Source: an optimization exercise on an open RTL-to-GDS flow (aim: small area, a short achievable clock period and few clock cycles per item). Production flows keep margins and buffers that such runs may drop. In this exercise RTL edits were held to simulation tests only and were not proved equivalent to the original. Power figures rest on the tool's default switching activity, not on a simulated workload.

$ cat design/flow/flow/run.sh
#!/bin/bash
# Layout flow: the standard ORFS flow (standard.sh: unchanged synthesis
# and steps) at the design's clock period and constraints, with three
# settings changed on the make command line:
#  - SETUP_SLACK_MARGIN: ORFS's timing repair aims for this setup slack
#    instead of 0, so the layout reaches a shorter period than the clock's;
#  - BUFFER_PORTS_ARGS: the port buffers are buf_1 cells (resized by the
#    repair where timing needs it) instead of the resizer's default pick;
#  - CTS_ARGS: ORFS's default clock tree options, without dummy loads.
# The make output goes to orfs_make.log; each ORFS step also writes its own
# log under orfs/logs.
set -euo pipefail
bash standard.sh \
  SETUP_SLACK_MARGIN=10.25 \
  "BUFFER_PORTS_ARGS=-buffer_cell sky130_fd_sc_hd__buf_1" \
  "CTS_ARGS=-sink_clustering_enable -repair_clock_nets -dont_use_dummy_load" \
  finish > orfs_make.log 2>&1
$ cat design/flow/config.mk
export PLATFORM = sky130hd
export DESIGN_NAME = fcodec
export DESIGN_NICKNAME = fcodec
export VERILOG_FILES = /design/flow/design.v
export SDC_FILE = /design/flow/constraint.sdc
export NUM_CORES = 4
export LEC_CHECK = 0
export ABC_AREA = 1
export CAP_MARGIN = 20
export CORE_MARGIN = 2
export CORE_UTILIZATION = 55
export SLEW_MARGIN = 20
$ cat design/flow/standard.sh
#!/bin/bash
# synth_recipe.tcl (not shown) runs the flow's synth.tcl, then flattens the netlist and writes it again
# the make line also repeats each setting of config.mk as NAME=value (left out here)
make -C /OpenROAD-flow-scripts/flow DESIGN_CONFIG=/design/flow/config.mk WORK_HOME=/design/flow/orfs CLKGATE_MAP_FILE= SYNTH_SCRIPT=/design/flow/synth_recipe.tcl "${@:-finish}"
$ cat design/flow/design.v
module fcodec (
    input  wire        clk,
    input  wire        rst,
    input  wire        in_valid,
    output wire        in_ready,
    input  wire [2:0]  op,
    input  wire [7:0]  sig,
    input  wire [63:0] opa,
    output reg         out_valid,
    output reg  [31:0] res,
    output reg         frng,
    output reg  [1:0]  err
);
    assign in_ready = 1'b1;
    wire       w24 = op[1];
    wire       enc = ~op[0];
    wire [4:0] S   = sig[4:0];
    wire [63:0] t_ix = 64'd1 << {w24, S};
    wire [0:0] t_e3;
    assign t_e3[0] = |(t_ix & 64'h0010000000001000);
    wire [0:0] t_e4;
    assign t_e4[0] = |(t_ix & 64'h0008000000000800);
    wire [0:0] t_e5;
    assign t_e5[0] = |(t_ix & 64'h0004000000000400);
    wire [0:0] t_e6;
    assign t_e6[0] = |(t_ix & 64'h0002000000000200);
    wire [0:0] t_e7;
    assign t_e7[0] = |(t_ix & 64'h0001000000000100);
    wire [0:0] t_e8;
    assign t_e8[0] = |(t_ix & 64'h0000800000000080);
    wire [4:0] t_amtn;
    assign t_amtn[0] = |(t_ix & 64'h000aaaa000000aa0);
    assign t_amtn[1] = |(t_ix & 64'h0019999000001990);
    assign t_amtn[2] = |(t_ix & 64'h0007878000000780);
    assign t_amtn[3] = |(t_ix & 64'h00007f8000001f80);
    assign t_amtn[4] = |(t_ix & 64'h0000007000000070);
    wire [31:0] sx = 32'd1 << S;
    wire [22:0] lows;
    genvar gi;
    generate
        for (gi = 0; gi < 23; gi = gi + 1) begin : g_lows
            assign lows[gi] = |(sx >> (gi + 1));
        end
    endgenerate
    reg [1:0] chk;
    always @(*) begin
        case (op)
            3'd0, 3'd1: chk = (sig < 8'd4 || sig > 8'd12) ? 2'd3 : 2'd0;
            3'd2, 3'd3: chk = (sig < 8'd4 || sig > 8'd20) ? 2'd3 : 2'd0;
            3'd4, 3'd5: chk = (sig != 8'd0) ? 2'd1 : 2'd0;
            default:    chk = 2'd1;
        endcase
    end
    wire val32 = !(opa[30:23] == 8'hFF || (opa[30:23] == 8'h00 && opa[22:0] != 23'd0));
    wire val64 = !(opa[62:52] == 11'h7FF || (opa[62:52] == 11'h000 && opa[51:0] != 52'd0));
    wire [7:0] e32 = opa[30:23];
    wire den = (t_e8 & (e32 == 8'd0))   | (t_e7 & (e32 <= 8'd64))  |
               (t_e6 & (e32 <= 8'd96))  | (t_e5 & (e32 <= 8'd112)) |
               (t_e4 & (e32 <= 8'd120)) | (t_e3 & (e32 <= 8'd124));
    wire ovf = (t_e8 & (e32 == 8'd255)) | (t_e7 & (e32 > 8'd190))  |
               (t_e6 & (e32 > 8'd158))  | (t_e5 & (e32 > 8'd142))  |
               (t_e4 & (e32 > 8'd134))  | (t_e3 & (e32 > 8'd130));
    wire dzero = (t_e7 & (e32 <= 8'd49))  | (t_e6 & (e32 <= 8'd81))  |
                 (t_e5 & (e32 <= 8'd97))  | (t_e4 & (e32 <= 8'd105)) |
                 (t_e3 & (e32 <= 8'd109));
    wire [22:0] mag  = w24 ? opa[22:0] : {8'd0, opa[14:0]};
    wire        dden = ~|(mag & ~lows);
    reg  [4:0]  q;
    integer i;
    always @(*) begin
        q = 5'd0;
        for (i = 0; i < 20; i = i + 1)
            if (mag[i]) q = i[4:0];
    end
    wire [4:0] e5 = e32[4:0];
    wire [4:0] ad = ({5{t_e3}} & (5'd31 - e5)) | ({5{t_e4}} & (5'd28 - e5)) |
                    ({5{t_e5}} & (5'd21 - e5)) | ({5{t_e6}} & (5'd6  - e5)) |
                    ({5{t_e7}} & (5'd7  - e5)) | ({5{t_e8}} & (5'd8  - e5));
    wire [4:0] amt_den = {ad[4] ^ (~w24 & ad[3]), ad[3] ^ ~w24, ad[2:0]};
    wire [4:0] amt = enc ? (den ? amt_den : t_amtn) : (dden ? q : S);
    reg        a_v;
    reg [31:0] a_opa;
    reg [4:0]  a_S, a_q, a_amt;
    reg        a_w24, a_dec, a_isval, a_valbit;
    reg [1:0]  a_err;
    reg        a_den, a_ovf, a_dz, a_dden;
    always @(posedge clk) begin
        a_v      <= ~rst & in_valid;
        a_opa    <= opa[31:0];
        a_S      <= S;
        a_q      <= q;
        a_amt    <= amt;
        a_w24    <= w24;
        a_dec    <= op[0];
        a_isval  <= op[2];
        a_valbit <= op[0] ? val64 : val32;
        a_err    <= chk;
        a_den    <= den;
        a_ovf    <= ovf;
        a_dz     <= den & dzero;
        a_dden   <= dden;
    end
    wire [63:0] u_ix = 64'd1 << {a_w24, a_S};
    wire [0:0] u_ege9;
    assign u_ege9[0] = |(u_ix & 64'h00007ff000000070);
    wire [0:0] u_eeq8;
    assign u_eeq8[0] = |(u_ix & 64'h0000800000000080);
    wire [7:0] u_cr;
    assign u_cr[0] = |(u_ix & 64'h0015000000001500);
    assign u_cr[1] = |(u_ix & 64'h000c000000000c00);
    assign u_cr[2] = |(u_ix & 64'h000c000000000c00);
    assign u_cr[3] = |(u_ix & 64'h0014000000000b00);
    assign u_cr[4] = |(u_ix & 64'h0007000000001300);
    assign u_cr[5] = |(u_ix & 64'h0019000000001d00);
    assign u_cr[6] = |(u_ix & 64'h001e000000001e00);
    assign u_cr[7] = |(u_ix & 64'h0000000000000000);
    wire [31:0] sy = 32'd1 << a_S;
    wire [23:0] ge;
    generate
        for (gi = 0; gi < 24; gi = gi + 1) begin : g_ge
            assign ge[gi] = |(sy >> gi);
        end
    endgenerate
    wire [22:0] below, rsel, mlo, mhi;
    generate
        for (gi = 0; gi < 23; gi = gi + 1) begin : g_mask
            assign below[gi] = ~ge[23 - gi];                           
            assign rsel[gi]  = ge[22 - gi] & ~ge[23 - gi];             
            assign mlo[gi]   = ~ge[gi + 1] & ((gi < 6) ? 1'b1 : ge[(gi < 6) ? 0 : gi - 6]);
            assign mhi[gi]   = ((gi < 7) ? 1'b0 : ~ge[(gi < 7) ? 0 : gi - 6]) & ((gi <= 13) | (a_w24 & (gi <= 21)));
        end
    endgenerate
    wire        encr = ~a_dec;
    wire [7:0]  e32r = a_opa[30:23];
    wire [22:0] f23r = a_opa[22:0];
    wire        top  = a_w24 ? a_opa[22] : a_opa[14];
    wire [51:0] V;
    wire [27:0] Vd = a_w24 ? {{6{~top}}, a_opa[21:0]} : {{14{~top}}, a_opa[13:0]};
    assign V[22:0]  = {23{encr}} & (f23r | below | {23{a_ovf}});
    assign V[23]    = encr & (a_den | (~a_ovf & e32r[0]));
    assign V[29:24] = encr ? ({6{~a_den}} & ({6{a_ovf}} | e32r[6:1])) : Vd[5:0];
    assign V[51:30] = encr ? {22{~a_den & (a_ovf | ~e32r[7])}} : Vd[27:6];
    wire [4:0]  amt1 = a_amt;
    wire [46:0] v4 = amt1[4] ? V[51:16]  : V[46:0];
    wire [38:0] v3 = amt1[3] ? v4[46:8]  : v4[38:0];
    wire [34:0] v2 = amt1[2] ? v3[38:4]  : v3[34:0];
    wire [32:0] v1 = amt1[1] ? v2[34:2]  : v2[32:0];
    wire [31:0] Y  = amt1[0] ? v1[32:1]  : v1[31:0];
    wire st = (~amt1[4] | &V[15:0]) & (~amt1[3] | &v4[7:0]) & (~amt1[2] | &v3[3:0]) &
              (~amt1[1] | &v2[1:0]) & (~amt1[0] | v1[0]);
    wire rbit = |(f23r & rsel);
    wire all1 = &(f23r | below);
    wire inc1 = rbit & ~all1;
    wire incb = a_den ? (Y[0] | (inc1 & st)) : (~a_ovf & inc1);
    wire [22:0] magr   = a_w24 ? a_opa[22:0] : {8'd0, a_opa[14:0]};
    wire        dzer   = ~|magr;
    wire        lo_any = |(magr & mlo);
    wire        lo_all = &(magr | ~mlo);
    wire        hi_any = |(magr & mhi);
    wire        hi_all = &(magr | ~mhi);
    wire        d_ovf  = u_ege9 ? (top & (hi_any | lo_all)) : (u_eeq8 & top & lo_all);
    wire        d_unf  = u_ege9 ? (~top & ~(hi_all & lo_any)) : (u_eeq8 & a_dden);
    wire [7:0]  r      = a_dden ? (u_cr + {3'd0, a_q}) : {~Y[31], Y[30:24]};
    reg        b_v;
    reg [23:1] b_Y;
    reg [7:0]  b_r;
    reg        b_incb, b_flip, b_ez, b_w24, b_sign, b_dec, b_isval, b_valbit;
    reg [1:0]  b_err;
    reg        b_dzer, b_dovf, b_dunf;
    always @(posedge clk) begin
        b_v      <= ~rst & a_v;
        b_Y      <= Y[23:1];
        b_r      <= r;
        b_incb   <= incb;
        b_flip   <= ~a_den & ~a_ovf;
        b_ez     <= a_dz;
        b_w24    <= a_w24;
        b_sign   <= a_dec ? (a_w24 ? a_opa[23] : a_opa[15]) : a_opa[31];
        b_dec    <= a_dec;
        b_isval  <= a_isval;
        b_valbit <= a_valbit;
        b_err    <= a_err;
        b_dzer   <= dzer;
        b_dovf   <= d_ovf;
        b_dunf   <= d_unf;
    end
    wire [22:0] msum = b_Y[23:1] + {22'd0, b_incb};
    wire [22:0] topf = b_flip ? (b_w24 ? 23'h400000 : 23'h004000) : 23'd0;
    wire [22:0] emag = b_ez ? 23'd0 : (msum ^ topf);
    wire [31:0] enc_res = b_w24 ? {8'd0, b_sign, emag} : {16'd0, b_sign, emag[14:0]};
    reg  [31:0] dec_res;
    always @(*) begin
        if (b_dzer)      dec_res = 32'd0;
        else if (b_dovf) dec_res = {b_sign, 31'h7F7FFFFF};
        else if (b_dunf) dec_res = {b_sign, 31'd0};
        else             dec_res = {b_sign, b_r, b_Y[23:1]};
    end
    wire dec_frng = ~b_dzer & (b_dovf | b_dunf);
    always @(posedge clk) begin
        out_valid <= ~rst & b_v;
        err       <= b_err;
        frng      <= (b_err == 2'd0) & ~b_isval & b_dec & dec_frng;
        if (b_err != 2'd0) res <= 32'd0;
        else if (b_isval)  res <= {31'd0, b_valbit};
        else if (b_dec)    res <= dec_res;
        else               res <= enc_res;
    end
endmodule
$ cat design/flow/constraint.sdc
create_clock -name core_clock -period 14.0 [get_ports {clk}]
set_input_delay 2.8000 -clock core_clock [delete_from_list [all_inputs] [get_ports {clk}]]
set_output_delay 2.8000 -clock core_clock [all_outputs]
set_load 0.01 [all_outputs]
==> results.sh <==
export IMPL_die_x_um=142
export IMPL_die_h_um=142
export IMPL_clock_power_share_pct=27.9
export IMPL_nets=1948
export IMPL_ff2ff_setup_slack_ns=10.50
export IMPL_h_tree_depth=4
export IMPL_hold_viol_final=0
export IMPL_hp_start="a_valbit$_DFF_P_"
export IMPL_cp_cell_sequence="buf_4 -> ha_1 -> a21boi_2 -> nor2_2 -> nor4_2 -> a21oi_1 -> ha_2 -> xor2_1 -> o21bai_1 -> nand2_1"
export IMPL_pwr_share_seq_pct=37.6
export IMPL_die_area_um2=20100
export IMPL_ys_warn_count=1
export IMPL_ys_flop_type="dfxtp_1"
export IMPL_arrival_ns=4.63
export IMPL_syn2layout_area_growth_pct=21.8
export IMPL_p_sw_w=0.000498
export IMPL_setup_viol=0
export IMPL_via_per_inst=6.32
export IMPL_num_rows=50
export IMPL_fin_crit_sh_pct=30.9
export IMPL_ios=115
export IMPL_cap_violations=0
export IMPL_finClkSkew_ns=0.0237
export IMPL_end_kind="flip-flop"
export IMPL_grt_pass1_wl_um=61300
export IMPL_crit_family="compound AO/OA/AOI/OAI gates"
export IMPL_yosysTopAreaCell="dfxtp_1"
export IMPL_grt_max_degree=42
export IMPL_worstMarginPinSlew_ns=1.01
export IMPL_p_int_w=0.000804
export IMPL_ant_nets=0
export IMPL_cts_buffers=17
export IMPL_synth_seq_cells=139
export IMPL_cts_tree="built"
export IMPL_min_delay_path_depth=0
export IMPL_clockRootBuffer="clkbuf_16"
export IMPL_syn_area_per_cell_um2=6.07
export IMPL_worst_ir_drop_vdd_mv=0.0834
export IMPL_diodes=0
export IMPL_drt_iter0_markers=1851
export IMPL_post_drt_wl_per_cell_um=19.4
export IMPL_synthArstFlopShare_pct=0
export IMPL_yosysTopAreaCellShare_pct=26.7
export IMPL_rsz0062_at_grt="true"
export IMPL_synth_seq_area_share_pct=26.7
export IMPL_syn_area_um2=10400
export IMPL_slowest_stage="ha_1"
export IMPL_p_per_area_nw_per_um2=103
export IMPL_synth_area_leaders="dfxtp_1, nand2_1, nand3_1"
export IMPL_fin_tns_setup_ns=0
export IMPL_antenna_found_initial=0
export IMPL_worst_hold_slack_ns=0.325
export IMPL_power_frac_comb_pct=34.5
export IMPL_grt_pass1_vias=11900
export IMPL_start_util_pct=55.9
export IMPL_status="finished clean"
export IMPL_r2r_end="b_r[6]$_DFF_P_"
export IMPL_clkSlewWorstSetupHoldPaths_ns=0.06
export IMPL_ff2ff_path_depth=21
export IMPL_routabilityCongestion=1.06
export IMPL_slew_viol_final=0
export IMPL_cp_slowest_stage_delay_ns=0.29
export IMPL_drc=0
export IMPL_leakage_nw=5.69
export IMPL_worstReg2RegStart="a_S[2]$_DFF_P_"
export IMPL_fmax_mhz=231
export IMPL_portBuffers=112
export IMPL_cts_sinks=139
export IMPL_worst_setup_path_type="input pin to flip-flop"
export IMPL_drive_gt1_share_pct=15.6
export IMPL_totalWireLength_um=40400
export IMPL_vias=13200
export IMPL_synth_edff_count=0
export IMPL_min_path_type="flip-flop to flip-flop"
export IMPL_worstSetupStartpointType="input pin"
export IMPL_clock_latency_ns=0.43
export IMPL_track_usage_pct=38.6
export IMPL_critPathBufInv=1
export IMPL_dp_hpwl_um=29800
export IMPL_cts_buffer_depth=2
export IMPL_slew_headroom_pct=32.7
export IMPL_synth_cell_types=60
export IMPL_final_min_clock_period_ns=4.33
export IMPL_cp_max_fo=15
export IMPL_min_to="b_valbit$_DFF_P_"
export IMPL_required_ns=14.30
export IMPL_postSynthCellCount=1717
export IMPL_overflow=0
export IMPL_synth_nets=1816
export IMPL_core_area_um2=18600
export IMPL_switching_share_pct=38.3
export IMPL_drt_pre_antenna_iters=6
export IMPL_fillers=1638
placed cells by master (no fill, tap or decap), drive strengths merged, types with 2 or more instances in the layout:
master / synthesis / routed
a311oi: 2 / 2
o221ai: 6 / 6
inv: 190 / 188
o21ai: 143 / 143
o2111ai: 8 / 8
xor2: 7 / 7
o31ai: 5 / 5
nand3b: 4 / 4
nor3: 31 / 31
o211ai: 27 / 27
a21boi: 4 / 4
o21a: 5 / 5
buf: 22 / 172
o22ai: 42 / 42
a221oi: 4 / 4
clkinv: 4 / 3
o21bai: 3 / 3
clkinvlp: 0 / 3
a211oi: 4 / 4
nor2: 203 / 203
ha: 20 / 20
dfxtp: 139 / 139
or2: 8 / 8
a41oi: 2 / 2
nand2: 405 / 405
xnor2: 2 / 2
nand4: 29 / 29
a21oi: 99 / 99
mux2i: 5 / 5
nor4: 19 / 19
nand3: 190 / 191
clkbuf: 45 / 24
o32ai: 9 / 9
o311ai: 6 / 6
a31oi: 9 / 9
a22oi: 4 / 4
through the flow:
| step | area, um2 | setup WS (ns) | utilization (%) | cells | power (W) |
|---|---|---|---|---|---|
| final | 12700 | 9.67 | 68.1 | 2081 | 0.00130 |
| after global routing | 12700 | 9.63 | 68.1 | 2081 | 0.00137 |
| after CTS | 12200 | 9.78 | 65.5 | 2057 | 0.00127 |
| after detailed placement | 11100 | 8.48 | 59.3 | 2003 | 0.000893 |
| after global placement | 11100 | 8.53 | 59.3 | 2003 | 0.000886 |
| after floorplan | 10600 | 9.55 | - | 1717 | 0.000777 |
cells in the mapped netlist, drive strengths merged (19+ instances only):
cell and instances:
buf 22, nand4 29, dfxtp 139, o21ai 143, o211ai 27, clkbuf 45, inv 190, a21oi 99
nor2 203, nor3 31, o22ai 42, nand3 190, nand2 405, nor4 19, ha 20
sequential cells by signal (all words and copies together), names as in the netlist, 2 cells and up:
register	flops
a_err	2
b_r	8
res	32
a_q	5
b_Y	23
a_amt	5
err	2
a_S	5
a_opa	32
b_err	2
power groups by stage:
stage / Sequential [W] / Clock [W] / Combinational, W
after floorplan: 0.000478 / 0 / 0.000299
after global placement: 0.000494 / 0 / 0.000391
after detailed placement: 0.000496 / 0 / 0.000397
after CTS: 0.000488 / 0.000364 / 0.000420
after global routing: 0.000493 / 0.000381 / 0.000495
final: 0.000490 / 0.000363 / 0.000450
area by class of cell:
| class | instances | area [um2] | share of cell area, % |
|---|---|---|---|
| clock buffers | 17 | 425 | 3.35 |
| well taps | 234 | 293 | 2.31 |
| inverters | 194 | 795 | 6.26 |
| multi-input cells | 1318 | 7260 | 57.2 |
| repair buffers | 179 | 1130 | 8.91 |
| flip-flops and latches | 139 | 2800 | 22.0 |
worst max path at each step:
stage                             endpoint  cells past startpoint  slack, ns     from
after floorplan           a_amt[2]$_DFF_P_                     16       9.55   sig[0]
after global placement    a_amt[0]$_DFF_P_                     10       8.53    op[1]
after detailed placement  a_amt[0]$_DFF_P_                     10       8.48    op[1]
after CTS                 a_amt[3]$_DFF_P_                     14       9.78   sig[2]
after global routing      a_amt[4]$_DFF_P_                     15       9.63   sig[2]
final                     a_amt[4]$_DFF_P_                     10       9.67  opa[25]
cells by family after synthesis:
kind of cell / after synthesis / share of synthesized area, %
xor+xnor: 9 / 0.756
compound gates: 389 / 22.3
simple gates: 892 / 37.5
buf+inv: 261 / 9.70
other cells: 1 / 0.0360
mux: 5 / 0.480
flops: 139 / 26.7
fa+ha+maj: 21 / 2.59
metal layers:
metal  global-route usage [%]  vias to the layer above  part of all wire, %
met1                     50.1                     6024                   39
met5                        0                        -                    0
met4                     14.8                        0                  4.0
met3                     9.01                      151                   11
met2                     62.5                      865                   46
li1                         -                     6110                    -
timing repair:
action / 4_1_cts / 5_1_grt
cloned: 1 / 0
setup endpoints to repair: 17 / 17
hold buffers: 0 / 0
buffers inserted: 36 / 22
gates resized for setup: 148 / 87
pin swaps: 48 / 42
Testbench counts, summed over its fixed seeds: cycles 32,024, items 32,000.

-- re-timing with driven ports --
The results above use ideal ports. As a check the final layout listed here was re-extracted and re-timed, cells and wires unchanged. Step 1, drivers: a clkbuf_16 drives clk and a buf_2 each remaining input, both assumed. Step 2 moves the port delays by t, midway between the first and last clock arrival at a register: inputs arrive t later, outputs are due t later. That takes back most of the time a late clock gives input paths. Three values: no drivers, after step 1, after step 2; two values: the first two.
shift t [ns]: 0.474
slack for setup (ns): 9.671 / 9.677 / 9.203
hold WS [ns]: 0.325 / 0.325 / 0.325
worst slew at a driven data input, ns: 0.07
After both steps this run still meets setup and hold. The setup slack of this run moves by +0.006 ns with the drivers and by -0.468 ns with both steps.
